This design comes from an exercise in tuning for small area, a short achievable clock period and few clock cycles on the open sky130 flow, not from production work.
RTL that was checked went through simulation tests only; none was proved equivalent to the original.
Only the layout flow was run in runs 3 to 7; the RTL was not checked for function there.
Power and IR drop assume default switching activity.

==> run.sh <==
#!/bin/bash
# synth_recipe.tcl (not shown) runs the flow's synth.tcl, then flattens the netlist and writes it again
# the make line also repeats each setting of config.mk as NAME=value (left out here)
make -C /OpenROAD-flow-scripts/flow DESIGN_CONFIG=/design/flow/config.mk WORK_HOME=/design/flow/orfs CLKGATE_MAP_FILE= SYNTH_SCRIPT=/design/flow/synth_recipe.tcl finish
==> config.mk <==
export PLATFORM = sky130hd
export DESIGN_NAME = strv2_vlc_dec
export DESIGN_NICKNAME = strv2_vlc_dec
export VERILOG_FILES = /design/flow/design.v
export SDC_FILE = /design/flow/constraint.sdc
export NUM_CORES = 4
export LEC_CHECK = 0
export CAP_MARGIN = 20
export CORE_MARGIN = 2
export CORE_UTILIZATION = 40
export PLACE_DENSITY = 0.6
export SETUP_SLACK_MARGIN = 2
export SLEW_MARGIN = 20
==> constraint.sdc <==
create_clock -name core_clock -period 8.0 [get_ports {clk}]
set_input_delay 1.6000 -clock core_clock [delete_from_list [all_inputs] [get_ports {clk}]]
set_output_delay 1.6000 -clock core_clock [all_outputs]
set_load 0.01 [all_outputs]
==> design.v <==
module strv2_ac_table (
    input  wire [16:0] win,       
    output reg  [1:0]  kind,      
    output reg  [4:0]  plen,      
    output reg  [5:0]  run,
    output reg  [5:0]  level
);
    always @(*) begin
        kind = 2'd0; plen = 5'd0; run = 6'd0; level = 6'd0;
        casez (win)
            17'b10???????????????: begin kind = 2'd1; plen = 5'd2; end
            17'b000001???????????: begin kind = 2'd2; plen = 5'd6; end
            17'b11???????????????: begin plen = 5'd2; run = 6'd0; level = 6'd1; end
            17'b011??????????????: begin plen = 5'd3; run = 6'd1; level = 6'd1; end
            17'b0100?????????????: begin plen = 5'd4; run = 6'd0; level = 6'd2; end
            17'b0101?????????????: begin plen = 5'd4; run = 6'd2; level = 6'd1; end
            17'b00101????????????: begin plen = 5'd5; run = 6'd0; level = 6'd3; end
            17'b00110????????????: begin plen = 5'd5; run = 6'd4; level = 6'd1; end
            17'b00111????????????: begin plen = 5'd5; run = 6'd3; level = 6'd1; end
            17'b000100???????????: begin plen = 5'd6; run = 6'd7; level = 6'd1; end
            17'b000101???????????: begin plen = 5'd6; run = 6'd6; level = 6'd1; end
            17'b000110???????????: begin plen = 5'd6; run = 6'd1; level = 6'd2; end
            17'b000111???????????: begin plen = 5'd6; run = 6'd5; level = 6'd1; end
            17'b0000100??????????: begin plen = 5'd7; run = 6'd2; level = 6'd2; end
            17'b0000101??????????: begin plen = 5'd7; run = 6'd9; level = 6'd1; end
            17'b0000110??????????: begin plen = 5'd7; run = 6'd0; level = 6'd4; end
            17'b0000111??????????: begin plen = 5'd7; run = 6'd8; level = 6'd1; end
            17'b00100000?????????: begin plen = 5'd8; run = 6'd13; level = 6'd1; end
            17'b00100001?????????: begin plen = 5'd8; run = 6'd0; level = 6'd6; end
            17'b00100010?????????: begin plen = 5'd8; run = 6'd12; level = 6'd1; end
            17'b00100011?????????: begin plen = 5'd8; run = 6'd11; level = 6'd1; end
            17'b00100100?????????: begin plen = 5'd8; run = 6'd3; level = 6'd2; end
            17'b00100101?????????: begin plen = 5'd8; run = 6'd1; level = 6'd3; end
            17'b00100110?????????: begin plen = 5'd8; run = 6'd0; level = 6'd5; end
            17'b00100111?????????: begin plen = 5'd8; run = 6'd10; level = 6'd1; end
            17'b0000001000???????: begin plen = 5'd10; run = 6'd16; level = 6'd1; end
            17'b0000001001???????: begin plen = 5'd10; run = 6'd5; level = 6'd2; end
            17'b0000001010???????: begin plen = 5'd10; run = 6'd0; level = 6'd7; end
            17'b0000001011???????: begin plen = 5'd10; run = 6'd2; level = 6'd3; end
            17'b0000001100???????: begin plen = 5'd10; run = 6'd1; level = 6'd4; end
            17'b0000001101???????: begin plen = 5'd10; run = 6'd15; level = 6'd1; end
            17'b0000001110???????: begin plen = 5'd10; run = 6'd14; level = 6'd1; end
            17'b0000001111???????: begin plen = 5'd10; run = 6'd4; level = 6'd2; end
            17'b000000010000?????: begin plen = 5'd12; run = 6'd0; level = 6'd11; end
            17'b000000010001?????: begin plen = 5'd12; run = 6'd8; level = 6'd2; end
            17'b000000010010?????: begin plen = 5'd12; run = 6'd4; level = 6'd3; end
            17'b000000010011?????: begin plen = 5'd12; run = 6'd0; level = 6'd10; end
            17'b000000010100?????: begin plen = 5'd12; run = 6'd2; level = 6'd4; end
            17'b000000010101?????: begin plen = 5'd12; run = 6'd7; level = 6'd2; end
            17'b000000010110?????: begin plen = 5'd12; run = 6'd21; level = 6'd1; end
            17'b000000010111?????: begin plen = 5'd12; run = 6'd20; level = 6'd1; end
            17'b000000011000?????: begin plen = 5'd12; run = 6'd0; level = 6'd9; end
            17'b000000011001?????: begin plen = 5'd12; run = 6'd19; level = 6'd1; end
            17'b000000011010?????: begin plen = 5'd12; run = 6'd18; level = 6'd1; end
            17'b000000011011?????: begin plen = 5'd12; run = 6'd1; level = 6'd5; end
            17'b000000011100?????: begin plen = 5'd12; run = 6'd3; level = 6'd3; end
            17'b000000011101?????: begin plen = 5'd12; run = 6'd0; level = 6'd8; end
            17'b000000011110?????: begin plen = 5'd12; run = 6'd6; level = 6'd2; end
            17'b000000011111?????: begin plen = 5'd12; run = 6'd17; level = 6'd1; end
            17'b0000000010000????: begin plen = 5'd13; run = 6'd10; level = 6'd2; end
            17'b0000000010001????: begin plen = 5'd13; run = 6'd9; level = 6'd2; end
            17'b0000000010010????: begin plen = 5'd13; run = 6'd5; level = 6'd3; end
            17'b0000000010011????: begin plen = 5'd13; run = 6'd3; level = 6'd4; end
            17'b0000000010100????: begin plen = 5'd13; run = 6'd2; level = 6'd5; end
            17'b0000000010101????: begin plen = 5'd13; run = 6'd1; level = 6'd7; end
            17'b0000000010110????: begin plen = 5'd13; run = 6'd1; level = 6'd6; end
            17'b0000000010111????: begin plen = 5'd13; run = 6'd0; level = 6'd15; end
            17'b0000000011000????: begin plen = 5'd13; run = 6'd0; level = 6'd14; end
            17'b0000000011001????: begin plen = 5'd13; run = 6'd0; level = 6'd13; end
            17'b0000000011010????: begin plen = 5'd13; run = 6'd0; level = 6'd12; end
            17'b0000000011011????: begin plen = 5'd13; run = 6'd26; level = 6'd1; end
            17'b0000000011100????: begin plen = 5'd13; run = 6'd25; level = 6'd1; end
            17'b0000000011101????: begin plen = 5'd13; run = 6'd24; level = 6'd1; end
            17'b0000000011110????: begin plen = 5'd13; run = 6'd23; level = 6'd1; end
            17'b0000000011111????: begin plen = 5'd13; run = 6'd22; level = 6'd1; end
            17'b00000000010000???: begin plen = 5'd14; run = 6'd0; level = 6'd31; end
            17'b00000000010001???: begin plen = 5'd14; run = 6'd0; level = 6'd30; end
            17'b00000000010010???: begin plen = 5'd14; run = 6'd0; level = 6'd29; end
            17'b00000000010011???: begin plen = 5'd14; run = 6'd0; level = 6'd28; end
            17'b00000000010100???: begin plen = 5'd14; run = 6'd0; level = 6'd27; end
            17'b00000000010101???: begin plen = 5'd14; run = 6'd0; level = 6'd26; end
            17'b00000000010110???: begin plen = 5'd14; run = 6'd0; level = 6'd25; end
            17'b00000000010111???: begin plen = 5'd14; run = 6'd0; level = 6'd24; end
            17'b00000000011000???: begin plen = 5'd14; run = 6'd0; level = 6'd23; end
            17'b00000000011001???: begin plen = 5'd14; run = 6'd0; level = 6'd22; end
            17'b00000000011010???: begin plen = 5'd14; run = 6'd0; level = 6'd21; end
            17'b00000000011011???: begin plen = 5'd14; run = 6'd0; level = 6'd20; end
            17'b00000000011100???: begin plen = 5'd14; run = 6'd0; level = 6'd19; end
            17'b00000000011101???: begin plen = 5'd14; run = 6'd0; level = 6'd18; end
            17'b00000000011110???: begin plen = 5'd14; run = 6'd0; level = 6'd17; end
            17'b00000000011111???: begin plen = 5'd14; run = 6'd0; level = 6'd16; end
            17'b000000000010000??: begin plen = 5'd15; run = 6'd0; level = 6'd40; end
            17'b000000000010001??: begin plen = 5'd15; run = 6'd0; level = 6'd39; end
            17'b000000000010010??: begin plen = 5'd15; run = 6'd0; level = 6'd38; end
            17'b000000000010011??: begin plen = 5'd15; run = 6'd0; level = 6'd37; end
            17'b000000000010100??: begin plen = 5'd15; run = 6'd0; level = 6'd36; end
            17'b000000000010101??: begin plen = 5'd15; run = 6'd0; level = 6'd35; end
            17'b000000000010110??: begin plen = 5'd15; run = 6'd0; level = 6'd34; end
            17'b000000000010111??: begin plen = 5'd15; run = 6'd0; level = 6'd33; end
            17'b000000000011000??: begin plen = 5'd15; run = 6'd0; level = 6'd32; end
            17'b000000000011001??: begin plen = 5'd15; run = 6'd1; level = 6'd14; end
            17'b000000000011010??: begin plen = 5'd15; run = 6'd1; level = 6'd13; end
            17'b000000000011011??: begin plen = 5'd15; run = 6'd1; level = 6'd12; end
            17'b000000000011100??: begin plen = 5'd15; run = 6'd1; level = 6'd11; end
            17'b000000000011101??: begin plen = 5'd15; run = 6'd1; level = 6'd10; end
            17'b000000000011110??: begin plen = 5'd15; run = 6'd1; level = 6'd9; end
            17'b000000000011111??: begin plen = 5'd15; run = 6'd1; level = 6'd8; end
            17'b0000000000010000?: begin plen = 5'd16; run = 6'd1; level = 6'd18; end
            17'b0000000000010001?: begin plen = 5'd16; run = 6'd1; level = 6'd17; end
            17'b0000000000010010?: begin plen = 5'd16; run = 6'd1; level = 6'd16; end
            17'b0000000000010011?: begin plen = 5'd16; run = 6'd1; level = 6'd15; end
            17'b0000000000010100?: begin plen = 5'd16; run = 6'd6; level = 6'd3; end
            17'b0000000000010101?: begin plen = 5'd16; run = 6'd16; level = 6'd2; end
            17'b0000000000010110?: begin plen = 5'd16; run = 6'd15; level = 6'd2; end
            17'b0000000000010111?: begin plen = 5'd16; run = 6'd14; level = 6'd2; end
            17'b0000000000011000?: begin plen = 5'd16; run = 6'd13; level = 6'd2; end
            17'b0000000000011001?: begin plen = 5'd16; run = 6'd12; level = 6'd2; end
            17'b0000000000011010?: begin plen = 5'd16; run = 6'd11; level = 6'd2; end
            17'b0000000000011011?: begin plen = 5'd16; run = 6'd31; level = 6'd1; end
            17'b0000000000011100?: begin plen = 5'd16; run = 6'd30; level = 6'd1; end
            17'b0000000000011101?: begin plen = 5'd16; run = 6'd29; level = 6'd1; end
            17'b0000000000011110?: begin plen = 5'd16; run = 6'd28; level = 6'd1; end
            17'b0000000000011111?: begin plen = 5'd16; run = 6'd27; level = 6'd1; end
            default: begin kind = 2'd3; plen = 5'd12; end
        endcase
    end
endmodule
module strv2_vlc_dec (
    input  wire        clk,
    input  wire        rst,             
    input  wire        start,
    input  wire        cfg_qmode,       
    input  wire [5:0]  cfg_qscale,      
    input  wire [15:0] cfg_mbtotal,     
    input  wire        in_valid,
    output wire        in_ready,
    input  wire [15:0] in_data,
    output reg         out_valid,
    input  wire        out_ready,
    output reg  [15:0] out_data,
    output wire        done,            
    output wire        fault,           
    output wire [1:0]  err_code,        
    output reg  [31:0] bit_count,       
    output reg  [15:0] esc_zero_count   
);
    localparam [15:0] EOD_WORD = 16'hFE00;
    localparam [2:0] S_IDLE   = 3'd0,
                     S_DC     = 3'd1,
                     S_AC     = 3'd2,
                     S_DONE   = 3'd3,
                     S_FAULT1 = 3'd5,      
                     S_FAULT2 = 3'd6;      
    reg  [2:0]  state;
    reg         qmode;
    reg  [5:0]  qscale;
    reg  [15:0] mbleft;       
    reg  [2:0]  blk;
    reg  [4:0]  bits_last;    
    reg         esc0_last;    
    reg         eob_last;     
    reg  [47:0] sbuf;
    reg  [5:0]  cnt;
    wire st_dc    = (state == S_DC);
    wire st_ac    = (state == S_AC);
    wire decoding = st_dc || st_ac;
    wire st_fault = (state == S_FAULT1) || (state == S_FAULT2);
    wire room     = (cnt <= 6'd32);
    wire begin_fr = !decoding && start;
    assign in_ready = !decoding || room;
    assign done     = (state == S_DONE) && !out_valid;
    assign fault    = st_fault && !out_valid;
    assign err_code = {state == S_FAULT2, state == S_FAULT1};
    wire take = in_valid && in_ready;
    wire [69:0] ext = {sbuf, 22'd0};
    wire [21:0] win = ext[cnt +: 22];
    wire [16:0] w = win[21:5];
    reg  [4:0]  ac_len;      
    reg         ac_eob, ac_esc, ac_err;
    reg         ac_sign;     
    always @(*) begin
        ac_eob = 1'b0; ac_esc = 1'b0; ac_err = 1'b0; ac_sign = 1'b0;
        casez (w[16:5])
            12'b10??????????: begin ac_len = 5'd2;  ac_eob = 1'b1; end
            12'b11??????????: begin ac_len = 5'd3;  ac_sign = w[14]; end
            12'b011?????????: begin ac_len = 5'd4;  ac_sign = w[13]; end
            12'b010?????????: begin ac_len = 5'd5;  ac_sign = w[12]; end
            12'b00100???????: begin ac_len = 5'd9;  ac_sign = w[8]; end
            12'b001?????????: begin ac_len = 5'd6;  ac_sign = w[11]; end
            12'b0001????????: begin ac_len = 5'd7;  ac_sign = w[10]; end
            12'b00001???????: begin ac_len = 5'd8;  ac_sign = w[9]; end
            12'b000001??????: begin ac_len = 5'd22; ac_esc = 1'b1; end
            12'b0000001?????: begin ac_len = 5'd11; ac_sign = w[6]; end
            12'b00000001????: begin ac_len = 5'd13; ac_sign = w[4]; end
            12'b000000001???: begin ac_len = 5'd14; ac_sign = w[3]; end
            12'b0000000001??: begin ac_len = 5'd15; ac_sign = w[2]; end
            12'b00000000001?: begin ac_len = 5'd16; ac_sign = w[1]; end
            12'b000000000001: begin ac_len = 5'd17; ac_sign = w[0]; end
            default:          begin ac_len = 5'd12; ac_err = 1'b1; end
        endcase
    end
    wire [1:0] t_kind;
    wire [4:0] t_plen;
    wire [5:0] t_run;
    wire [5:0] t_level;
    strv2_ac_table u_table (
        .win   (w),
        .kind  (t_kind),
        .plen  (t_plen),
        .run   (t_run),
        .level (t_level)
    );
    wire [9:0]  ac_mag   = {4'd0, t_level};
    wire [9:0]  ac_bot   = ac_sign ? (10'd0 - ac_mag) : ac_mag;
    wire [15:0] esc_word = win[15:0];
    wire [15:0] dc_word  = qmode ? win[21:6] : {qscale, win[21:12]};
    wire [15:0] word = st_dc ? dc_word : ac_esc ? esc_word : ac_eob ? EOD_WORD : {t_run, ac_bot};
    wire [4:0]  len  = st_dc ? (qmode ? 5'd16 : 5'd10) : ac_len;
    wire [5:0]  left = cnt - {1'b0, len};              
    wire        have = (cnt >= {1'b0, len});
    wire        bad  = st_dc ? (dc_word == EOD_WORD) :
                       (ac_err || (ac_esc && esc_word == EOD_WORD));
    wire out_free = !out_valid || out_ready;
    wire go       = decoding && out_free && have;
    wire emit     = go && !bad;
    wire last_blk = (blk == 3'd5);
    wire last_mb  = (mbleft == 16'd1);
    wire [5:0] add = take ? 6'd16 : 6'd0;
    always @(posedge clk) begin
        if (take)
            sbuf <= {sbuf[31:0], in_data};
        if (out_free)
            out_data <= word;
        if (begin_fr) begin
            qmode  <= cfg_qmode;
            qscale <= cfg_qscale;
        end
        cnt       <= begin_fr ? add : emit ? (left + add) : (cnt + add);
        bits_last <= emit ? len : 5'd0;
        esc0_last <= emit && st_ac && ac_esc && (esc_word[9:0] == 10'd0);
        eob_last  <= emit && st_ac && ac_eob;
        bit_count      <= begin_fr ? 32'd0 : bit_count + {27'd0, bits_last};
        esc_zero_count <= begin_fr ? 16'd0 : esc_zero_count + {15'd0, esc0_last};
        if (begin_fr) begin
            mbleft <= cfg_mbtotal;
            blk    <= 3'd0;
        end else if (eob_last) begin
            if (last_blk) begin
                blk    <= 3'd0;
                mbleft <= mbleft - 16'd1;
            end else begin
                blk <= blk + 3'd1;
            end
        end
    end
    always @(posedge clk) begin
        if (rst) begin
            state     <= S_IDLE;
            out_valid <= 1'b0;
        end else begin
            if (out_valid && out_ready)
                out_valid <= 1'b0;
            if (begin_fr) begin
                if (cfg_mbtotal == 16'd0 || (!cfg_qmode && cfg_qscale == 6'd0))
                    state <= S_FAULT2;
                else
                    state <= S_DC;
            end else if (decoding) begin
                if (go && bad)
                    state <= S_FAULT1;
                if (emit) begin
                    out_valid <= 1'b1;
                    if (st_dc)
                        state <= S_AC;
                    if (st_ac && ac_eob)
                        state <= (last_blk && last_mb) ? S_DONE : S_DC;
                end
            end
        end
    end
endmodule
==> impl_metrics.ini, run 1 <==
[critical_path]
critical_path.top_delay_family = simple AND/OR/NAND/NOR gates
worstSetupEndpointType = flip-flop
worst-path-max-fanout = 38
worstSetupStartpointType = flip-flop
required_ns = 8.33
path_buf_inv = 2
critPathKind = reg2reg
worst_path_largest_cell_delay_ns = 0.54
cp_slowest_cell = or4_1
crit_arrival_ns = 6.07
path_cells = buf_4 -> nor2_1 -> and2_1 -> o211ai_1 -> and4_2 -> o211ai_1 -> a311o_1 -> and3_1 -> a21bo_2 -> a21o_1 -> nand3_1 -> nand2_1 -> ha_1 -> a21oi_1 -> o21ai_0 -> a211oi_1 -> nor2_2 -> inv_1 -> or4_1 -> a31oi_1 -> o22ai_1 -> nand2_1 -> a21oi_1

[global_routing]
overflow = 0
grt_usage_pct = 29.6
grt_pass1_vias = 11488
antenna_found_initial = 0
grt_start_max_net_pins = 56
grt_first_pass_wirelength_mm = 71.2

[floorplanning]
die_x_microns = 179
start_util_pct = 40.4
io_pins = 114
row_count = 64
core_area_sq_um = 30400
fp.dieH_microns = 179
die-area_sq_um = 32100

[synthesis]
synth_edf_count = 87
synthesis.area_sq_um = 12300
syn-instance-count = 1375
synthAdderAreaFrac_pct = 2.85
ys_seq_elements = 155
synth.mux.area_fraction_pct = 15.1
yosysMostFrequentCell = nor2_1
synth-xor-area-share_pct = 3.99
synth_async_sr_flop_share_pct = 0
synth.area.top_cells = edfxtp_1 21%, dfxtp_1 11%, mux4_2 7.9%
synth_top_family_by_area = simple AND/OR/NAND/NOR gates
yosys-top-cells-count = 150 x nor2_1, 137 x nand2_1, 87 x edfxtp_1
yosys_warnings = 2
synth_top_area_share_pct = 21.3
yosysSeqAreaShare_pct = 32.3
synth_area_per_cell_sq_um = 8.94
yosys.area_share.simple_pct = 20.7
synth_cell_type_count = 86
synth_largest_area_cell = edfxtp_1
dominantRegCellSynth = edfxtp_1
synth-compound-area-share_pct = 20.5
syn-num-nets = 1444

[place]
placed_area_sq_um = 13800
dpl.hpwl_mm = 35.2
gp_congestion = 0.997
dpl.cell_count = 1840
post-place-ws_ns = 1.22
port_buffers = 113

[clock_tree]
clk_pin_slew_ns = 0.08
clkLatencyLatePin_ns = 0.45
hold_buffers = 0
root_buffer = clkbuf_16
clkSinkCount = 155
htree_levels = 4
cts_tree = built
cts_buffers = 17
cts_buffer_depth = 2

[power]
sw_frac_of_total_pct = 52.9
netSwitchingPower_mw = 3.39
internal-power_mw = 3.01
power_density_nw_per_um2 = 435
p_leak_nw = 5.13
clock_power_share_pct = 12.7
combPwrFrac_pct = 68.2
total_power_mw = 6.40
p_seq_share_pct = 19.1
vdd_drop_max_mv = 0.187

[job]
cap_viol_max_count = 0

[timing]
period_share_pct = 71.7
rsz0062_at_grt = true
setup_viol = 0
hold_viol = 0
drv_slew = 0
worst_slack_ns = 2.26
fin_skew_ns = 0.0111
whs_ns = 0.501
relSlewSlack_pct = 31.3
fin_crit_ns = 5.74
tightest_slew_ns = 1.03
fin_setup_tns_ns = 0
max_freq_mhz = 174

[routing]
drt_iter0_drc = 1534
ant_nets = 0
wl_mm = 48.1
vias = 12395
drc = 0
drt-pass1-iter-count = 6
wl_per_cell_microns = 25.5
via_per_inst = 6.57

[final_layout]
stdcell_count = 1888
nets = 1548
fillers = 2947
drive_gt1_share_pct = 13.1
seq_area_sq_um = 3980
final_area_sq_um = 14700
num_antenna_cells = 0
area_delta_synth_final_pct = 19.8
multi_input_area_sq_um = 7860
post-route-util_pct = 48.4

[min_path]
hold_class = reg2reg

[outcome]
status = no timing/DRC/antenna violations
[cells in the final DEF (no fill, tap or decap), drive strengths merged, types with 39 or more instances in the layout]
cell / netlist / layout
a21oi: 77 / 77
edfxtp: 87 / 87
nand2: 138 / 138
mux2i: 63 / 63
buf: 38 / 58
dfxtp: 68 / 68
nor2: 151 / 151
clkdlybuf4s50: 0 / 113
o21ai: 68 / 68
nand3: 45 / 45
inv: 31 / 39
mux4: 46 / 46
[tightest hold or removal path: stages (launching register included)]
cell     delay, ns
dfxtp_1       0.32
o21ai_0       0.07
a21oi_1       0.06
[final timing paths]
path	from	to	slack (ns)	cells after the start
max	cnt[0]	state[1]	2.26	23
min	bit_count[31]	bit_count[31]	0.50	2
max reg2reg	cnt[0]	state[1]	2.26	23
min reg2reg	bit_count[31]	bit_count[31]	0.50	2
[per-layer routing]
layer  track usage, %  wire length, microns
met1             39.5                 19700
met2             45.6                 21500
met3             5.34                  4300
met5                0                     0
met4             15.4                  2630
[sequential cells by signal (all words and copies together) (netlist names), 3 cells and up]
name / flops
bit_count: 32
bits_last: 5
blk: 3
cnt: 6
esc_zero_count: 16
mbleft: 16
out_data: 16
qscale: 6
sbuf: 48
state: 3
[power groups by stage]
stage	logic (mW)	registers, mW	clock network [mW]
detailed placement	4.05	1.25	0
global placement	4.09	1.25	0
finish	4.37	1.22	0.813
global route	4.61	1.24	0.867
CTS	4.12	1.22	0.835
floorplan	2.68	1.20	0
[layout make-up]
type	count	share of cell area (%)
inverter	33	0.876
tap	396	3.37
timing repair buffer	172	11.2
multi-input combinational	1100	53.4
clock buffer	17	2.89
sequential	155	27.1
clock inverter	15	1.17
[logic make-up (layout without fill, tap and decap cells)]
group / after synthesis / count (layout)
flip-flops: 155 / 155
AND/OR/NAND/NOR: 530 / 530
adder cells (fa/ha/maj): 25 / 25
XOR/XNOR: 56 / 56
multiplexers: 125 / 125
buffers and inverters: 120 / 237
AO/OA/AOI/OAI: 364 / 364
[what timing repair did]
action / CTS / global route
cloned: 0 / 1
endpoints found under the setup margin: 24 / 14
setup buffers: 3 / 11
resized for setup: 11 / 17
pin swaps: 0 / 1
Testbench counts, summed over its fixed seeds: cycles 11,840.
==> inputs of run 2 (changes only) <==
--- a/config.mk
+++ b/config.mk
@@ -5,9 +5,9 @@
 export SDC_FILE = /design/flow/constraint.sdc
 export NUM_CORES = 4
 export LEC_CHECK = 0
+export ABC_AREA = 1
 export CAP_MARGIN = 20
 export CORE_MARGIN = 2
 export CORE_UTILIZATION = 40
 export PLACE_DENSITY = 0.6
-export SETUP_SLACK_MARGIN = 2
 export SLEW_MARGIN = 20
==> impl_metrics.ini, run 2 <==
[final_layout]
largest_reg_flops = 48
final_common_cell = nand2_1
area_delta_synth_final_pct = 15.2
stdcell_count = 2421
biggestRegsByFlops = sbuf (48), bit_count (32)
seq_area_sq_um = 3980
drive_gt1_share_pct = 10.2
nets = 2074
regMostFlops = sbuf
mostFrequentLayoutCells = 558 x nand2_1, 310 x nand3_1, 205 x nor2_1, 120 x inv_1, 113 x clkdlybuf4s50_1
multi_input_area_sq_um = 7940
fillers = 3204

[synthesis]
yosysSeqAreaShare_pct = 30.8
yosys_warnings = 2
syn-num-nets = 2002
synthesis.area_sq_um = 12900
dominantRegCellSynth = edfxtp_1
synth_largest_area_cell = edfxtp_1
synth_area_per_cell_sq_um = 6.67
syn-instance-count = 1933
yosys-top-cells-count = 558 x nand2_1, 311 x nand3_1, 206 x nor2_1
synth_top_area_share_pct = 20.3
synth_async_sr_flop_share_pct = 0
synth_cell_type_count = 67
synth_edf_count = 87
synth.area.top_cells = edfxtp_1 20%, nand2_1 16%, nand3_1 12%
ys_seq_elements = 155
yosysMostFrequentCell = nand2_1

[floorplanning]
die-area_sq_um = 33700
io_pins = 114
core_area_sq_um = 31600
fp.dieH_microns = 184
start_util_pct = 40.8
die_x_microns = 184
row_count = 65

[timing]
drv_slew = 0
setup_viol = 0
hold_viol = 0
worst_slack_ns = 1.79
max_freq_mhz = 161
tightest_slew_ns = 1.12
fin_crit_ns = 6.21
period_share_pct = 77.6
relSlewSlack_pct = 25.6
fin_skew_ns = 0.0116
rsz0062_at_grt = false
fin_setup_tns_ns = 0

[routing]
drt_iter0_drc = 1460
wl_per_cell_microns = 20.2
drc = 0
ant_nets = 0
wl_mm = 48.9
vias = 13844
drt-pass1-iter-count = 5
via_per_inst = 5.72

[critical_path]
crit_arrival_ns = 6.49
cp_common_cell = nand3_1
worst-path-max-fanout = 50
worstRegToRegCells = 26
required_ns = 8.28
worstSetupEndpointType = flip-flop
reg2reg_from = cnt[0]
rrSetupSlack_ns = 1.79
worstSetupStartpointType = flip-flop
critPathKind = reg2reg
startpoint = cnt[0]
cp_slowest_cell = dfxtp_2
r2r_end = cnt[1]
critPathCapture = cnt[1]
worst_path_largest_cell_delay_ns = 1.05

[global_routing]
use_met2_pct = 46.5
busiest_layer = met2
grt_first_pass_wirelength_mm = 76.4
overflow = 0
antenna_found_initial = 0
grt_usage_pct = 29.5
met3_usage_pct = 6.12
use_met1_pct = 40.3
grt_start_max_net_pins = 55
grt_pass1_vias = 13163

[clock_tree]
root_buffer = clkbuf_16
htree_levels = 4
cts_setup_buffers = 0
hold_buffers = 0
clk_pin_slew_ns = 0.06
cts_buffers = 17
cts_tree = built
clkSinkCount = 155
clkLatencyLatePin_ns = 0.44
cts_resized = 0
cts_buffer_depth = 2

[min_path]
hold_depth = 1
hold_class = reg2reg

[place]
port_buffers = 113
gp_congestion = 0.979
post-place-ws_ns = 1.86
dpl.hpwl_mm = 37.5
dpl.cell_count = 2388

[outcome]
status = no timing/DRC/antenna violations

[power]
vdd_drop_max_mv = 0.338
total_power_mw = 6.71
power_density_nw_per_um2 = 451
p_leak_nw = 6.42
sw_frac_of_total_pct = 57.2
combPwrFrac_pct = 69.7
clock_power_share_pct = 13.2
p_seq_share_pct = 17.2
internal-power_mw = 2.87
netSwitchingPower_mw = 3.84

[job]
cap_viol_max_count = 0
==> run 2: critical path: cells and delay by family, from the launching register on <==
kind	cells	cell delay, ns
compound gates	6	0.78
fa+ha+maj	2	0.69
buf+inv	5	1.13
simple gates	13	2.36
flops	1	1.05
==> run 2: kinds of logic (layout without fill, tap and decap cells) <==
group | Yosys count | in the layout | share of synthesized area (%)
XOR/XNOR | 17 | 17 | 1.15
AO/OA/AOI/OAI | 206 | 206 | 9.57
AND/OR/NAND/NOR | 1306 | 1306 | 48.0
flip-flops | 155 | 155 | 30.8
other | 0 | 1 | 0
buffers and inverters | 224 | 309 | 7.74
adder cells (fa/ha/maj) | 25 | 25 | 2.72
==> run 2: worst min path at each step <==
stage                                    end  slack, ns                from
after floorplan                     sbuf[16]       0.45             sbuf[0]
after global placement    esc_zero_count[15]       0.47  esc_zero_count[15]
after detailed placement  esc_zero_count[15]       0.46  esc_zero_count[15]
after CTS                 esc_zero_count[15]       0.48  esc_zero_count[15]
after global routing      esc_zero_count[15]       0.50  esc_zero_count[15]
final                     esc_zero_count[15]       0.48  esc_zero_count[15]
==> run 2: power by group through the flow <==
stage | clock network (mW) | registers (mW) | logic, mW
after floorplan | 0 | 1.13 | 3.23
after global placement | 0 | 1.16 | 4.60
after detailed placement | 0 | 1.17 | 4.55
after CTS | 0.901 | 1.15 | 4.57
after global routing | 0.936 | 1.16 | 5.06
final | 0.883 | 1.15 | 4.67
==> run 2: metal layers <==
metal	part of all wire [%]	up-vias
li1	-	6645
met1	46	6505
met2	44	616
met3	7.8	78
met4	2.6	0
met5	0	-
==> run 2: cell type report <==
class / instances / area share [%]
clock buffer: 17 / 2.86
timing repair buffer: 123 / 8.15
antenna: 1 / 0.0168
clock inverter: 15 / 1.44
multi-input combinational: 1554 / 53.4
sequential: 155 / 26.8
inverter: 154 / 3.93
tap: 402 / 3.39
==> run 2: stage by stage <==
step	hold WS, ns	instance area, sq um	utilization (%)
finish	0.485	14900	46.9
global route	0.501	14800	46.9
CTS	0.481	14800	46.9
detailed placement	0.465	14200	44.9
global placement	0.466	14200	44.9
floorplan	0.451	12900	-
==> inputs of run 3 (changes only) <==
--- a/design.v
+++ b/design.v
@@ -217,7 +217,10 @@
     wire [15:0] word = st_dc ? dc_word : ac_esc ? esc_word : ac_eob ? EOD_WORD : {t_run, ac_bot};
     wire [4:0]  len  = st_dc ? (qmode ? 5'd16 : 5'd10) : ac_len;
     wire [5:0]  left = cnt - {1'b0, len};              
-    wire        have = (cnt >= {1'b0, len});
+    wire        short_code = |w[16:12];
+    wire        esc_code   = (w[16:11] == 6'b000001);
+    wire        have = st_dc ? (cnt >= 6'd16) :
+                       (cnt >= 6'd22) || (cnt >= 6'd17 && !esc_code) || (cnt >= 6'd9 && short_code);
     wire        bad  = st_dc ? (dc_word == EOD_WORD) :
                        (ac_err || (ac_esc && esc_word == EOD_WORD));
     wire out_free = !out_valid || out_ready;
--- a/config.mk
+++ b/config.mk
@@ -5,9 +5,9 @@
 export SDC_FILE = /design/flow/constraint.sdc
 export NUM_CORES = 4
 export LEC_CHECK = 0
-export ABC_AREA = 1
 export CAP_MARGIN = 20
 export CORE_MARGIN = 2
 export CORE_UTILIZATION = 40
 export PLACE_DENSITY = 0.6
+export SETUP_SLACK_MARGIN = 3
 export SLEW_MARGIN = 20
==> impl_metrics.ini, run 3 <==
[critical_path]
worstSetupStartpointType = flip-flop
reg2reg_from = cnt[1]
worst_path_largest_cell_delay_ns = 0.50
worstSetupEndpointType = flip-flop
path_cells = buf_6 -> bufbuf_16 -> mux2_2 -> mux4_2 -> nor2_2 -> or4_4 -> a32oi_4 -> a211o_4 -> buf_6 -> a2111oi_4 -> nor2_1 -> nand2_1 -> a21oi_2 -> o31ai_2 -> ha_1 -> ha_4 -> a21o_1 -> a21oi_2 -> xnor2_1 -> mux2i_1 -> xor2_1 -> nor2_1
cp_slowest_cell = mux4_2
critPathKind = reg2reg
required_ns = 8.31
worst-path-max-fanout = 13
startpoint = cnt[1]
crit_arrival_ns = 5.63

[synthesis]
syn-instance-count = 1439
ys_seq_elements = 155
synth.mux.area_fraction_pct = 15.2
yosys.area_share.simple_pct = 23.2
synthesis.area_sq_um = 12500
synth_area_per_cell_sq_um = 8.72
syn-num-nets = 1505
synth_top_area_share_pct = 20.8
synthAdderAreaFrac_pct = 2.37
synth.area.top_cells = edfxtp_1 21%, dfxtp_1 11%, mux4_2 6.3%
synth_edf_count = 87
synth-compound-area-share_pct = 19.0
synth-xor-area-share_pct = 4.12
yosysSeqAreaShare_pct = 31.7
synth_async_sr_flop_share_pct = 0
synth_cell_type_count = 91
yosys_warnings = 2
synth_top_family_by_area = simple AND/OR/NAND/NOR gates
synth_largest_area_cell = edfxtp_1
yosysMostFrequentCell = nor2_1
dominantRegCellSynth = edfxtp_1
yosys-top-cells-count = 150 x nor2_1, 143 x nand2_1, 87 x edfxtp_1

[clock_tree]
htree_levels = 4
cts_tree = built
cts_buffers = 17
clkLatencyLatePin_ns = 0.47
root_buffer = clkbuf_16
cts_buffer_depth = 2
clk_pin_slew_ns = 0.07
hold_buffers = 0
clkSinkCount = 155

[global_routing]
grt_start_max_net_pins = 57
grt_first_pass_wirelength_mm = 79.1
grt_pass1_vias = 12693
antenna_found_initial = 2
grt_usage_pct = 31.3
overflow = 0

[timing]
setup_viol = 0
fin_crit_ns = 5.32
period_share_pct = 66.5
tightest_slew_ns = 1.04
relSlewSlack_pct = 30.9
drv_slew = 0
hold_viol = 0
fin_skew_ns = 0.0350
max_freq_mhz = 188
rsz0062_at_grt = true
fin_setup_tns_ns = 0

[outcome]
status = no timing/DRC/antenna violations

[min_path]
hp-start = blk[2]
hold_class = reg2reg

[final_layout]
drive_gt1_share_pct = 21.8
regMostFlops = sbuf
area_delta_synth_final_pct = 28.2
largest_reg_flops = 48
seq_area_sq_um = 3990
biggestRegsByFlops = sbuf (48), bit_count (32)
fillers = 2925
mostFrequentLayoutCells = 142 x nor2_1, 133 x nand2_1, 113 x clkdlybuf4s50_1, 91 x buf_4, 87 x edfxtp_1
nets = 1660
final_common_cell = nor2_1
multi_input_area_sq_um = 8640

[routing]
drc = 0
drt-pass1-iter-count = 7
drt_iter0_drc = 1947
wl_per_cell_microns = 26.3
vias = 13326
wl_mm = 52.7
via_per_inst = 6.65
ant_nets = 0

[floorplanning]
io_pins = 114
die_x_microns = 181
core_area_sq_um = 30700
start_util_pct = 40.8
fp.dieH_microns = 181
die-area_sq_um = 32800
row_count = 64

[power]
vdd_drop_max_mv = 0.177
p_leak_nw = 5.56
total_power_mw = 6.22
power_density_nw_per_um2 = 387

[place]
dpl.hpwl_mm = 36.7
gp_congestion = 1.00
port_buffers = 113

[job]
cap_viol_max_count = 0
==> run 3: cell count changes in the layout (fill, tap and decap cells not counted), sizes merged, moves of 30 or more <==
cell / previous run / this run
nor2: 251 / 151
mux2i: 0 / 68
mux2: 0 / 38
o21ai: 93 / 63
nand2: 594 / 143
buf: 10 / 109
mux4: 0 / 35
nand3: 331 / 46
inv: 156 / 38
==> run 3: area by class of cell <==
cell class | count | share of cell area [%]
Antenna cell | 2 | 0.0311
Clock buffer | 19 | 2.76
Clock inverter | 13 | 0.786
Inverter | 33 | 0.802
Multi-Input combinational cell | 1159 | 53.7
Sequential cell | 155 | 24.8
Tap cell | 396 | 3.08
Timing Repair Buffer | 227 | 13.9
Timing Repair inverter | 1 | 0.0467
==> run 3: where the power goes <==
part / switching (mW) / internal (mW) / total [mW] / leakage, nW
Combinational: 2.58 / 1.64 / 4.22 / 3.86
Sequential: 0.137 / 1.05 / 1.19 / 1.42
Clock: 0.382 / 0.421 / 0.803 / 0.285
Total: 3.10 / 3.11 / 6.22 / 5.56
==> run 3: cells by family (layout without fill, tap and decap cells) <==
group,count (synthesis),after routing
flops,155,155
mux,141,141
other cells,0,2
fa+ha+maj,22,22
xor+xnor,59,59
simple gates,589,589
buf+inv,126,293
compound gates,347,348
==> run 3: final timing paths <==
| kind | to | slack (ns) | cells after the start |
|---|---|---|---|
| worst max-delay path | cnt[5] | 2.68 | 22 |
| worst min-delay path | blk[2] | 0.49 | 2 |
| worst max register to register | cnt[5] | 2.68 | 22 |
| worst min register to register | blk[2] | 0.49 | 2 |
==> run 3: per-layer routing <==
| metal | track usage, % | part of all wire (%) | up-vias |
|---|---|---|---|
| li1 | - | - | 5794 |
| met1 | 40.9 | 40 | 6337 |
| met2 | 48.6 | 44 | 941 |
| met3 | 6.59 | 9.6 | 254 |
| met4 | 17.3 | 6.5 | 0 |
| met5 | 0 | 0 | - |
==> run 3: timing repair <==
| action | CTS | global route |
|---|---|---|
| endpoints found under the setup margin | 32 | 17 |
| resized for setup | 85 | 74 |
| setup buffers | 46 | 38 |
| gates cloned | 5 | 2 |
| pin swaps | 20 | 30 |
==> run 3: critical path: cells and delay by family, from the launching register on <==
kind,cells,cell delay (ns)
AOI/OAI and AO/OA,7,1.69
muxes,3,0.99
and+or+nand+nor,5,0.68
buffers and inverters,3,0.58
adders and majority gates,2,0.55
DFF,1,0.45
xor gates and xnor gates,2,0.24
==> run 3: through the flow <==
| stage | area [sq um] | hold WS (ns) | util (%) | instances | worst slack [ns] |
|---|---|---|---|---|---|
| detailed placement | 14000 | 0.481 | 45.5 | 1880 | 1.68 |
| CTS | 15400 | 0.491 | 50.1 | 1963 | 2.70 |
| global route | 16100 | 0.516 | 52.3 | 2003 | 2.51 |
| finish | 16100 | 0.488 | 52.3 | 2005 | 2.68 |
| global placement | 14000 | 0.464 | 45.5 | 1880 | 1.64 |
| floorplan | 12600 | 0.446 | - | 1439 | 3.01 |
==> inputs of run 4 (changes only) <==
--- a/config.mk
+++ b/config.mk
@@ -5,6 +5,7 @@
 export SDC_FILE = /design/flow/constraint.sdc
 export NUM_CORES = 4
 export LEC_CHECK = 0
+export ABC_AREA = 1
 export CAP_MARGIN = 20
 export CORE_MARGIN = 2
 export CORE_UTILIZATION = 40
==> impl_metrics.ini, run 4 <==
[final_layout]
final_common_cell = nand2_1
nets = 2071
largest_reg_flops = 48
post-route-util_pct = 47.4
area_delta_synth_final_pct = 16.0
mostFrequentLayoutCells = 527 x nand2_1, 361 x nand3_1, 229 x nor2_1, 133 x inv_1, 113 x clkdlybuf4s50_1
drive_gt1_share_pct = 7.78
biggestRegsByFlops = sbuf (48), bit_count (32)
num_antenna_cells = 0
fillers = 3231
regMostFlops = sbuf

[floorplanning]
die-area_sq_um = 32700
io_pins = 114
core_area_sq_um = 30700
row_count = 64
fp.dieH_microns = 181
die_x_microns = 181
start_util_pct = 40.8

[routing]
wl_per_cell_microns = 19.9
vias = 13976
wl_mm = 48.0
drc = 0
drt-pass1-iter-count = 6
ant_nets = 0
via_per_inst = 5.79
drt_iter0_drc = 1910

[critical_path]
crit_arrival_ns = 4.87
cp_slowest_cell = nor2_1
path_cells = buf_12 -> inv_12 -> nand2_1 -> nand3_1 -> nand3_1 -> nand3_1 -> nand3_1 -> nand2_1 -> nand2_1 -> nand2_4 -> inv_2 -> nand3_2 -> nor2_1 -> nand3_1 -> nand3_1 -> nor2_1 -> nand3_1 -> nor2_2 -> ha_1 -> nor2_1 -> xnor2_1 -> o21a_1
cp_common_cell = nand3_1
worstRegToRegCells = 22
required_ns = 8.19
worstSetupEndpointType = flip-flop
critPathKind = reg2reg
worst-path-max-fanout = 50
critPathCapture = out_data[2]
reg2reg_from = cnt[0]
worst_path_largest_cell_delay_ns = 0.85
startpoint = cnt[0]
worstSetupStartpointType = flip-flop
r2r_end = out_data[2]
rrSetupSlack_ns = 3.31

[timing]
rsz0062_at_grt = false
max_freq_mhz = 213
period_share_pct = 58.6
setup_viol = 0
hold_viol = 0
drv_slew = 0
fin_skew_ns = 0.0141
fin_crit_ns = 4.69
tightest_slew_ns = 1.04
fin_setup_tns_ns = 0
relSlewSlack_pct = 30.7

[outcome]
status = no timing/DRC/antenna violations

[power]
p_leak_nw = 6.20
power_density_nw_per_um2 = 447
vdd_drop_max_mv = 0.253

[synthesis]
yosysMostFrequentCell = nand2_1
synth_async_sr_flop_share_pct = 0
synth_top_area_share_pct = 20.9
ys_seq_elements = 155
synth.area.top_cells = edfxtp_1 21%, nand2_1 16%, nand3_1 14%
synth_cell_type_count = 57
synth_largest_area_cell = edfxtp_1
synth_edf_count = 87
synth_area_per_cell_sq_um = 6.49
syn-num-nets = 1995
yosysSeqAreaShare_pct = 31.7
dominantRegCellSynth = edfxtp_1
synthesis.area_sq_um = 12500
yosys-top-cells-count = 528 x nand2_1, 362 x nand3_1, 230 x nor2_1
syn-instance-count = 1929
yosys_warnings = 2

[clock_tree]
clkSinkCount = 155
cts_tree = built
root_buffer = clkbuf_16
clkLatencyLatePin_ns = 0.44
htree_levels = 4
clk_pin_slew_ns = 0.06
cts_buffer_depth = 2
cts_buffers = 17

[place]
port_buffers = 113
dpl.hpwl_mm = 36.7
gp_congestion = 1.04

[global_routing]
antenna_found_initial = 1
grt_start_max_net_pins = 64
overflow = 0
grt_first_pass_wirelength_mm = 75.5
grt_usage_pct = 29.2
grt_pass1_vias = 13325

[min_path]
hold_class = reg2reg

[job]
cap_viol_max_count = 0
-- run 4: worst min path at each step --
stage	slack, ns	endpoint	cells after the start	start
after global routing	0.48	esc_zero_count[15]	1	esc_zero_count[15]
after detailed placement	0.45	esc_zero_count[15]	1	esc_zero_count[15]
final	0.46	esc_zero_count[15]	1	esc_zero_count[15]
after CTS	0.46	esc_zero_count[15]	1	esc_zero_count[15]
after floorplan	0.45	sbuf[16]	0	sbuf[0]
after global placement	0.44	esc_zero_count[15]	1	esc_zero_count[15]
-- run 4: routing by layer --
metal	up-vias	share of wire (%)	global-route usage, %
met1	6495	43	39.2
met4	2	3.7	10.5
li1	6665	-	-
met3	130	8.5	6.25
met5	-	0.021	0
met2	684	45	46.4
-- run 4: layout make-up --
class / count / area, sq um / area share, %
multi-input cells: 1542 / 7570 / 52.1
well taps: 396 / 495 / 3.41
clock inverters: 10 / 87.6 / 0.603
clock buffers: 22 / 464 / 3.20
flip-flops and latches: 155 / 3980 / 27.4
repair buffers: 129 / 1290 / 8.90
inverters: 160 / 629 / 4.33
-- run 4: cells by family (layout without fill, tap and decap cells) --
kind of cell	Yosys count	after routing	synth area share [%]
DFF	155	155	31.7
AOI/OAI and AO/OA	217	217	9.99
buffers and inverters	232	321	8.36
adders and majority gates	22	22	2.38
xor gates and xnor gates	15	15	1.05
and+or+nand+nor	1288	1288	46.5
-- run 4: critical path, delay by kind of cell (launching register included) --
| kind | cells | cell delay [ns] |
|---|---|---|
| xor+xnor | 1 | 0.08 |
| fa+ha+maj | 1 | 0.21 |
| simple gates | 16 | 2.93 |
| flops | 1 | 0.44 |
| buf+inv | 3 | 0.53 |
| compound gates | 1 | 0.19 |
-- run 4: per-stage QoR --
step                instance area, sq um  worst slack (ns)  hold WS (ns)  instances  total power [mW]
floorplan                          12500              4.35         0.451       1929              4.17
global placement                   13800              2.50         0.443       2375              5.50
detailed placement                 13800              2.50         0.448       2375              5.47
CTS                                14400              3.01         0.462       2410              6.29
global route                       14500              3.00         0.483       2414              6.94
finish                             14500              3.31         0.458       2414              6.49
-- run 4: where the power goes --
part | switching, mW | total [mW] | internal (mW)
Combinational | 3.30 | 4.57 | 1.26
Sequential | 0.105 | 1.15 | 1.05
Clock | 0.331 | 0.775 | 0.444
Total | 3.74 | 6.49 | 2.75
-- run 4: repair_timing --
action / 4_1_cts / 5_1_grt
hold buffers: 0 / 0
pin swaps: 1 / 1
endpoints found under the setup margin: 4 / 12
gates cloned: 0 / 1
setup buffers: 3 / 3
gates resized for setup: 6 / 25
==> inputs of run 5 (changes only) <==
--- a/config.mk
+++ b/config.mk
@@ -10,5 +10,5 @@
 export CORE_MARGIN = 2
 export CORE_UTILIZATION = 40
 export PLACE_DENSITY = 0.6
-export SETUP_SLACK_MARGIN = 3
+export SETUP_SLACK_MARGIN = 4
 export SLEW_MARGIN = 20
==> impl_metrics.ini, run 5 <==
[timing]
tightest_slew_ns = 1.04
period_share_pct = 51.5
rsz0062_at_grt = true
hold_viol = 0
fin_skew_ns = 0.0127
fin_crit_ns = 4.12
setup_viol = 0
drv_slew = 0
relSlewSlack_pct = 30.7
max_freq_mhz = 243
fin_setup_tns_ns = 0

[final_layout]
stdcell_count = 2500
nets = 2157
drive_gt1_share_pct = 25.0
biggestRegsByFlops = sbuf (48), bit_count (32)
mostFrequentLayoutCells = 463 x nand2_1, 201 x nor2_1, 195 x nand3_1, 154 x nand3_2, 129 x inv_1
regMostFlops = sbuf
area_delta_synth_final_pct = 35.4
final_common_cell = nand2_1
largest_reg_flops = 48
fillers = 3003
num_antenna_cells = 0

[power]
p_leak_nw = 7.14
p_seq_share_pct = 14.6
sw_frac_of_total_pct = 55.6
combPwrFrac_pct = 75.6
netSwitchingPower_mw = 4.40
power_density_nw_per_um2 = 467
vdd_drop_max_mv = 0.287
clock_power_share_pct = 9.8
internal-power_mw = 3.52

[floorplanning]
die_x_microns = 181
die-area_sq_um = 32700
start_util_pct = 40.8
row_count = 64
core_area_sq_um = 30700
io_pins = 114
fp.dieH_microns = 181

[clock_tree]
htree_levels = 4
cts_buffer_depth = 2
cts_buffers = 17
clk_pin_slew_ns = 0.06
hold_buffers = 0
cts_tree = built
clkLatencyLatePin_ns = 0.44
root_buffer = clkbuf_16
clkSinkCount = 155

[synthesis]
yosys-top-cells-count = 528 x nand2_1, 362 x nand3_1, 230 x nor2_1
syn-instance-count = 1929
yosysSeqAreaShare_pct = 31.7
synth.area.top_cells = edfxtp_1 21%, nand2_1 16%, nand3_1 14%
syn-num-nets = 1995
synth_top_area_share_pct = 20.9
yosys_warnings = 2
synth_area_per_cell_sq_um = 6.49
synth_async_sr_flop_share_pct = 0
yosysMostFrequentCell = nand2_1
synth_edf_count = 87
ys_seq_elements = 155
dominantRegCellSynth = edfxtp_1
synthesis.area_sq_um = 12500
synth_cell_type_count = 57
synth_largest_area_cell = edfxtp_1

[global_routing]
grt_start_max_net_pins = 64
grt_first_pass_wirelength_mm = 78.8
grt_pass1_vias = 13939
overflow = 0
grt_usage_pct = 30.6
antenna_found_initial = 0

[critical_path]
required_ns = 8.31
reg2reg_from = cnt[0]
startpoint = cnt[0]
critPathKind = reg2reg
worstRegToRegCells = 25
critPathCapture = cnt[5]
worstSetupStartpointType = flip-flop
worst-path-max-fanout = 12
r2r_end = cnt[5]
rrSetupSlack_ns = 3.88
worstSetupEndpointType = flip-flop
crit_arrival_ns = 4.43

[outcome]
status = no timing/DRC/antenna violations

[place]
gp_congestion = 1.04
dpl.cell_count = 2375
port_buffers = 113
dpl.hpwl_mm = 36.7

[routing]
vias = 14685
ant_nets = 0
via_per_inst = 5.87
drc = 0
wl_mm = 51.3
wl_per_cell_microns = 20.5
drt_iter0_drc = 1814
drt-pass1-iter-count = 8

[min_path]
hold_class = reg2reg
hp-start = esc_zero_count[15]
hold_depth = 1

[job]
cap_viol_max_count = 0
-- run 5: cell counts after synthesis --
No cell type changed its count.
-- run 5: through the flow --
| step | utilization, % | area [sq um] | hold slack [ns] | power [mW] | worst slack (ns) |
|---|---|---|---|---|---|
| 2_1_floorplan | - | 12500 | 0.451 | 4.17 | 4.35 |
| 3_3_place_gp | 44.9 | 13800 | 0.443 | 5.50 | 2.50 |
| 3_5_place_dp | 44.9 | 13800 | 0.448 | 5.47 | 2.50 |
| 6_report | 55.2 | 16900 | 0.458 | 7.91 | 3.88 |
| 4_1_cts | 50.7 | 15500 | 0.462 | 6.99 | 3.96 |
| 5_1_grt | 55.2 | 16900 | 0.483 | 8.36 | 3.70 |
-- run 5: cells by family (layout without fill, tap and decap cells) --
| logic type | count (synthesis) | after routing | synth area share (%) |
|---|---|---|---|
| compound gates | 217 | 217 | 9.99 |
| fa+ha+maj | 22 | 22 | 2.38 |
| buf+inv | 232 | 405 | 8.36 |
| simple gates | 1288 | 1290 | 46.5 |
| flops | 155 | 155 | 31.7 |
| xor+xnor | 15 | 15 | 1.05 |
-- run 5: worst min-delay path by stage --
stage                                     to  slack, ns
final                     esc_zero_count[15]       0.46
after global routing      esc_zero_count[15]       0.48
after detailed placement  esc_zero_count[15]       0.45
after floorplan                     sbuf[16]       0.45
after global placement    esc_zero_count[15]       0.44
after CTS                 esc_zero_count[15]       0.46
-- run 5: area by class of cell --
cell class,count,area (sq um),area share [%]
timing repair inverter,2,32.5,0.192
clock buffer,22,464,2.74
clock inverter,10,87.6,0.517
tap,396,495,2.92
inverter,160,662,3.91
timing repair buffer,211,2080,12.3
multi-input combinational,1544,9140,53.9
sequential,155,3990,23.5
-- run 5: worst max-delay path: stages (launching register included) --
cell and delay, ns:
dfxtp_4 0.39, buf_4 0.16, buf_16 0.15, nand2_1 0.12, nand3_2 0.12, nand3_2 0.13, nand3_4 0.09, nand3_2 0.09
nand2_1 0.08, nand2_1 0.11, nand2_4 0.10, nor2_8 0.21, nand2_8 0.12, nor2_8 0.18, nand2_1 0.11, nand2_2 0.15
nor2_4 0.07, o21ai_4 0.18, fa_1 0.44, inv_1 0.07, ha_1 0.26, a21oi_1 0.21, o21ai_2 0.09, xor2_1 0.14
o21ai_0 0.16, a21oi_1 0.05
-- run 5: routing by layer --
layer,track usage [%],routed length [microns],vias to the layer above
met4,11.2,2170,0
met5,0,0,-
met3,6.49,4670,164
met2,48.9,23300,777
met1,40.6,21100,6884
li1,-,-,6860
-- run 5: power by group through the flow --
stage / Combinational, mW / Sequential [mW] / Clock (mW)
floorplan: 3.04 / 1.14 / 0
global placement: 4.34 / 1.16 / 0
detailed placement: 4.31 / 1.16 / 0
CTS: 5.05 / 1.15 / 0.793
global route: 6.36 / 1.17 / 0.823
finish: 5.98 / 1.16 / 0.773
-- run 5: timing repair --
action / in CTS / in global routing
pin swaps: 24 / 48
setup endpoints to repair: 33 / 21
gates resized for setup: 156 / 249
buffers inserted: 46 / 38
gates cloned: 7 / 2
==> inputs of run 6 (changes only) <==
--- a/config.mk
+++ b/config.mk
@@ -8,7 +8,7 @@
 export ABC_AREA = 1
 export CAP_MARGIN = 20
 export CORE_MARGIN = 2
-export CORE_UTILIZATION = 40
-export PLACE_DENSITY = 0.6
-export SETUP_SLACK_MARGIN = 4
+export CORE_UTILIZATION = 65
+export PLACE_DENSITY = 0.75
+export SETUP_SLACK_MARGIN = 3
 export SLEW_MARGIN = 20
==> impl_metrics.ini, run 6 <==
[timing]
max_freq_mhz = 207
fin_setup_tns_ns = 0
worst_slack_ns = 3.16
fin_skew_ns = 0.0200
drv_slew = 0
fin_crit_ns = 4.84
period_share_pct = 60.5
hold_viol = 0
setup_viol = 0
rsz0062_at_grt = false
relSlewSlack_pct = 30.1
tightest_slew_ns = 1.05

[synthesis]
synth.area.top_cells = edfxtp_1 21%, nand2_1 16%, nand3_1 14%
yosys-top-cells-count = 528 x nand2_1, 362 x nand3_1, 230 x nor2_1
dominantRegCellSynth = edfxtp_1
syn-num-nets = 1995
synthesis.area_sq_um = 12500
synth_top_area_share_pct = 20.9
yosysMostFrequentCell = nand2_1
synth_cell_type_count = 57
synth_area_per_cell_sq_um = 6.49
synth_largest_area_cell = edfxtp_1
yosys_warnings = 2
ys_seq_elements = 155
synth_async_sr_flop_share_pct = 0
syn-instance-count = 1929
yosysSeqAreaShare_pct = 31.7
synth_edf_count = 87

[power]
p_leak_nw = 6.19
power_density_nw_per_um2 = 458
vdd_drop_max_mv = 0.281

[min_path]
hold_class = reg2reg
hold_depth = 1

[global_routing]
grt_usage_pct = 45.6
grt_pass1_vias = 14023
antenna_found_initial = 0
grt_first_pass_wirelength_mm = 72.4
overflow = 0
grt_start_max_net_pins = 63

[final_layout]
num_antenna_cells = 0
regMostFlops = sbuf
nets = 2069
mostFrequentLayoutCells = 528 x nand2_1, 361 x nand3_1, 228 x nor2_1, 133 x inv_1, 113 x clkdlybuf4s50_1
post-route-util_pct = 76.3
drive_gt1_share_pct = 7.79
area_delta_synth_final_pct = 14.8
final_common_cell = nand2_1
largest_reg_flops = 48
biggestRegsByFlops = sbuf (48), bit_count (32)
final_area_sq_um = 14400

[routing]
drt-pass1-iter-count = 13
drc = 0
vias = 15189
ant_nets = 0
wl_per_cell_microns = 20.8
via_per_inst = 6.67
wl_mm = 47.2
drt_iter0_drc = 2694

[clock_tree]
clkSinkCount = 155
htree_levels = 4
clk_pin_slew_ns = 0.07
cts_buffer_depth = 2
cts_buffers = 17
clkLatencyLatePin_ns = 0.45
root_buffer = clkbuf_16
hold_buffers = 0
cts_tree = built

[critical_path]
worstSetupEndpointType = flip-flop
worstRegToRegCells = 27
worstSetupStartpointType = flip-flop
worst-path-max-fanout = 50
crit_arrival_ns = 5.13
critPathKind = reg2reg
required_ns = 8.30

[floorplanning]
start_util_pct = 66.5
row_count = 50
fp.dieH_microns = 143
die_x_microns = 143
io_pins = 114
core_area_sq_um = 18800
die-area_sq_um = 20400

[place]
dpl.hpwl_mm = 32.6
placed_area_sq_um = 13600
gp_congestion = 1.16
post-place-ws_ns = 2.64
port_buffers = 113

[job]
cap_viol_max_count = 0

[outcome]
status = no timing/DRC/antenna violations
-- run 6: per-layer routing --
layer / vias up / GRT usage (%) / wire length, microns
met4: 0 / 25.4 / 3170
met5: - / 0 / 0
met2: 1444 / 72.5 / 20800
li1: 6677 / - / -
met3: 336 / 11.5 / 6440
met1: 6732 / 56.8 / 16800
-- run 6: layout make-up --
class / count / area (sq um)
Multi-Input combinational cell: 1542 / 7560
Fill cell: 1319 / 4460
Sequential cell: 155 / 3980
Timing Repair Buffer: 127 / 1280
Inverter: 160 / 629
Clock buffer: 17 / 425
Tap cell: 260 / 325
Clock inverter: 15 / 170
-- run 6: kinds of logic after synthesis --
kind of cell    count (synthesis)  synth area share (%)
flops                         155                  31.7
xor+xnor                       15                  1.05
fa+ha+maj                      22                  2.38
buf+inv                       232                  8.36
simple gates                 1288                  46.5
compound gates                217                  9.99
-- run 6: metrics by stage --
stage	std cells	power [mW]	hold WS, ns
after floorplan	1929	4.17	0.451
after global placement	2238	5.24	0.442
after detailed placement	2238	5.29	0.444
after CTS	2272	6.21	0.477
after global routing	2276	6.86	0.493
final	2276	6.58	0.489
-- run 6: repair_timing --
| item | CTS | global route |
|---|---|---|
| setup buffers | 2 | 3 |
| gates cloned | 0 | 1 |
| setup endpoints to repair | 4 | 10 |
| pin swaps | 1 | 1 |
| resized for setup | 7 | 24 |
-- run 6: critical path: stages, from the launching register on --
cell      delay [ns]
dfxtp_2         0.44
buf_12          0.22
inv_12          0.11
nand2_1         0.10
nand3_1         0.14
nand3_1         0.14
nand2_1         0.10
nand2_1         0.07
nand3_1         0.18
nand2_1         0.12
nand3_2         0.19
nor2_2          0.25
nand2_2         0.11
nor2_2          0.25
nand2_2         0.13
nand2_1         0.13
nor2_1          0.11
nand2_1         0.09
inv_2           0.05
o31ai_2         0.27
ha_1            0.30
ha_1            0.38
a21oi_1         0.18
nand2_1         0.13
xnor2_1         0.19
nand2_1         0.07
o211ai_1        0.09
o21ai_0         0.12
-- run 6: path summary, 6_finish.rpt --
kind                 startpoint                 end  slack, ns
max reg2reg              cnt[0]              cnt[4]       3.16
min          esc_zero_count[15]  esc_zero_count[15]       0.49
min reg2reg  esc_zero_count[15]  esc_zero_count[15]       0.49
max                      cnt[0]              cnt[4]       3.16
-- run 6: power by group --
group	switching, mW	internal (mW)
Clock	0.410	0.420
Sequential	0.101	1.04
Combinational	3.34	1.27
Total	3.85	2.73
==> inputs of run 7 (changes only) <==
--- a/design.v
+++ b/design.v
@@ -210,8 +210,9 @@
         .run   (t_run),
         .level (t_level)
     );
-    wire [9:0]  ac_mag   = {4'd0, t_level};
-    wire [9:0]  ac_bot   = ac_sign ? (10'd0 - ac_mag) : ac_mag;
+    wire [5:0]  lv_low   = {|t_level[4:0], |t_level[3:0], |t_level[2:0],
+                            |t_level[1:0], t_level[0], 1'b0};    
+    wire [9:0]  ac_bot   = {{4{ac_sign}}, t_level ^ ({6{ac_sign}} & lv_low)};
     wire [15:0] esc_word = win[15:0];
     wire [15:0] dc_word  = qmode ? win[21:6] : {qscale, win[21:12]};
     wire [15:0] word = st_dc ? dc_word : ac_esc ? esc_word : ac_eob ? EOD_WORD : {t_run, ac_bot};
--- a/config.mk
+++ b/config.mk
@@ -8,7 +8,7 @@
 export ABC_AREA = 1
 export CAP_MARGIN = 20
 export CORE_MARGIN = 2
-export CORE_UTILIZATION = 65
-export PLACE_DENSITY = 0.75
+export CORE_UTILIZATION = 40
+export PLACE_DENSITY = 0.6
 export SETUP_SLACK_MARGIN = 3
 export SLEW_MARGIN = 20
==> impl_metrics.ini, run 7 <==
[outcome]
status = no timing/DRC/antenna violations

[place]
dpl.hpwl_mm = 38.4
port_buffers = 113
gp_congestion = 1.01
dpl.cell_count = 2444

[timing]
fin_crit_ns = 4.73
drv_slew = 0
fin_skew_ns = 0.0160
tightest_slew_ns = 0.887
rsz0062_at_grt = false
max_freq_mhz = 211
hold_viol = 0
relSlewSlack_pct = 40.9
whs_ns = 0.460
setup_viol = 0
period_share_pct = 59.1
fin_setup_tns_ns = 0

[synthesis]
synth-xor-area-share_pct = 1.16
synth_cell_type_count = 60
synth.area.top_cells = edfxtp_1 20%, nand2_1 15%, nand3_1 15%
ys_seq_elements = 155
yosys-top-cells-count = 527 x nand2_1, 376 x nand3_1, 225 x nor2_1
synth.mux.area_fraction_pct = 0
synth_async_sr_flop_share_pct = 0
dominantRegCellSynth = edfxtp_1
synthAdderAreaFrac_pct = 2.22
synth_edf_count = 87
yosysSeqAreaShare_pct = 30.9
synth-compound-area-share_pct = 9.36
synth_top_family_by_area = simple AND/OR/NAND/NOR gates
yosys.area_share.simple_pct = 47.6
synth_largest_area_cell = edfxtp_1
syn-num-nets = 2059
yosysMostFrequentCell = nand2_1
synthesis.area_sq_um = 12900
synth_top_area_share_pct = 20.3
synth_area_per_cell_sq_um = 6.46
syn-instance-count = 1994
yosys_warnings = 2

[routing]
wl_per_cell_microns = 19.9
wl_mm = 49.5
drt-pass1-iter-count = 6
via_per_inst = 5.79
drt_iter0_drc = 1655
ant_nets = 0
drc = 0
vias = 14421

[power]
power_density_nw_per_um2 = 445
combPwrFrac_pct = 70.4
p_seq_share_pct = 17.0
vdd_drop_max_mv = 0.252
clock_power_share_pct = 12.6
p_leak_nw = 6.55
sw_frac_of_total_pct = 57.6
internal-power_mw = 2.84
netSwitchingPower_mw = 3.85

[final_layout]
fillers = 3280
seq_area_sq_um = 3980
biggestRegsByFlops = sbuf (48), bit_count (32)
area_delta_synth_final_pct = 16.7
largest_reg_flops = 48
stdcell_count = 2491
final_common_cell = nand2_1
regMostFlops = sbuf
drive_gt1_share_pct = 8.67
multi_input_area_sq_um = 7810
nets = 2140
mostFrequentLayoutCells = 526 x nand2_1, 376 x nand3_1, 219 x nor2_1, 160 x inv_1, 113 x clkdlybuf4s50_1

[clock_tree]
cts_tree = built
clkSinkCount = 155
clkLatencyLatePin_ns = 0.45
cts_buffer_depth = 2
cts_buffers = 17
root_buffer = clkbuf_16
hold_buffers = 0
htree_levels = 4
clk_pin_slew_ns = 0.06

[global_routing]
antenna_found_initial = 2
overflow = 0
grt_start_max_net_pins = 58
grt_usage_pct = 29.7
grt_first_pass_wirelength_mm = 77.4
grt_pass1_vias = 13778

[critical_path]
crit_arrival_ns = 5.06
startpoint = cnt[2]
worstSetupEndpointType = flip-flop
worst-path-max-fanout = 28
worstSetupStartpointType = flip-flop
reg2reg_from = cnt[2]
required_ns = 8.33
critPathKind = reg2reg

[floorplanning]
die-area_sq_um = 33600
core_area_sq_um = 31600
io_pins = 114
row_count = 65
die_x_microns = 183
fp.dieH_microns = 183
start_util_pct = 40.7

[min_path]
hp-start = bit_count[31]
hold_class = reg2reg

[job]
cap_viol_max_count = 0
## run 7: cell count changes after synthesis, moves of 7 or more
cell and change:
buf_2 +11, inv_1 +31, nand2_2 +18, nand3_1 +14
nor2_2 -9, nor3_1 +17, o21ai_0 -7
## run 7: per-layer routing
layer	vias to the layer above	wire length, microns	track usage [%]	part of all wire, %
li1	6885	-	-	-
met1	6694	21300	39.0	43
met2	724	22100	47.7	45
met3	116	4370	6.69	8.8
met4	2	1650	11.5	3.3
met5	-	8	0	0.016
## run 7: cell families after synthesis
family	Yosys count
simple gates	1331
buf+inv	259
flops	155
compound gates	211
xor+xnor	17
fa+ha+maj	21
## run 7: timing repair
action	CTS	global route
resized for setup	11	25
endpoints found under the setup margin	4	4
buffers inserted	0	11
cloned	1	1
## run 7: worst max-delay path, stage by stage, from the launching register on
cell	delay, ns
dfxtp_2	0.45
clkinvlp_4	0.20
buf_4	0.27
nand3_1	0.15
nand3_1	0.19
nand3_1	0.16
nand2_1	0.09
nand2_1	0.06
nand2_1	0.20
nor2_8	0.20
nand2_8	0.12
nor2_8	0.28
nand2_4	0.17
inv_2	0.11
nor2_2	0.08
nand2_1	0.07
inv_1	0.06
nand3_1	0.10
nand3b_1	0.08
a31oi_1	0.27
ha_1	0.30
ha_1	0.35
a21oi_1	0.16
nand2_1	0.07
xnor2_1	0.14
nand2_1	0.07
o211ai_1	0.07
o21ai_1	0.08
## run 7: metrics by stage
step | instance area (sq um) | utilization [%] | total power, mW | setup slack [ns]
finish | 15000 | 47.5 | 6.69 | 3.27
global route | 15000 | 47.5 | 7.15 | 2.99
CTS | 14800 | 46.8 | 6.49 | 3.00
detailed placement | 14200 | 44.8 | 5.60 | 2.55
global placement | 14200 | 44.8 | 5.64 | 2.74
floorplan | 12900 | - | 4.28 | 4.21
## run 7: power by group through the flow
stage	Clock [mW]	Combinational (mW)	Sequential, mW
after floorplan	0	3.16	1.12
after CTS	0.864	4.50	1.13
after global placement	0	4.50	1.14
final	0.843	4.71	1.13
after detailed placement	0	4.46	1.14
after global routing	0.898	5.10	1.15
## run 7: final cells by class
class / instances / area share, %
clock buffer: 21 / 3.28
timing repair inverter: 1 / 0.0500
multi-input combinational: 1580 / 52.0
inverter: 181 / 4.75
antenna: 1 / 0.0167
clock inverter: 11 / 0.841
sequential: 155 / 26.5
timing repair buffer: 139 / 9.21
tap: 402 / 3.35
## run 7: path summary, 6_finish.rpt
| check | end | slack [ns] | cells past startpoint |
|---|---|---|---|
| setup reg to reg | cnt[4] | 3.27 | 27 |
| setup / recovery | cnt[4] | 3.27 | 27 |
| hold / removal | bit_count[31] | 0.46 | 2 |
| hold reg to reg | bit_count[31] | 0.46 | 2 |

==> static timing again, ports no longer ideal <==
How much do the figures lean on ideal ports? The routed layouts below were timed once more, with nothing changed but the port constraints. Step 1 assumes that a clkbuf_16 drives the clock port and a buf_2 every other input. Step 2 also shifts input and output timing later by t, the mid clock arrival at the registers, as if the neighbouring blocks saw the same clock. a / b / c = ideal / step 1 / step 2; a / b = the first two.
run	shift t [ns]	setup WS [ns]	hold WS [ns]	cell pins on the clock port's net
run 1	0.492	2.262 / 2.262 / 2.262	0.501 / 0.501 / 0.501	1
run 2	0.492	1.792 / 1.792 / 1.792	0.485 / 0.485 / 0.485	1
run 3	0.500	2.682 / 2.682 / 2.682	0.488 / 0.488 / 0.488	1
run 4	0.487	3.313 / 3.313 / 3.313	0.458 / 0.458 / 0.458	1
run 5	0.487	3.882 / 3.882 / 3.882	0.458 / 0.458 / 0.458	1
run 6	0.489	3.163 / 3.163 / 3.163	0.489 / 0.489 / 0.489	1
run 7	0.494	3.269 / 3.269 / 3.269	0.460 / 0.460 / 0.460	1
After both steps every run listed still meets setup and hold.
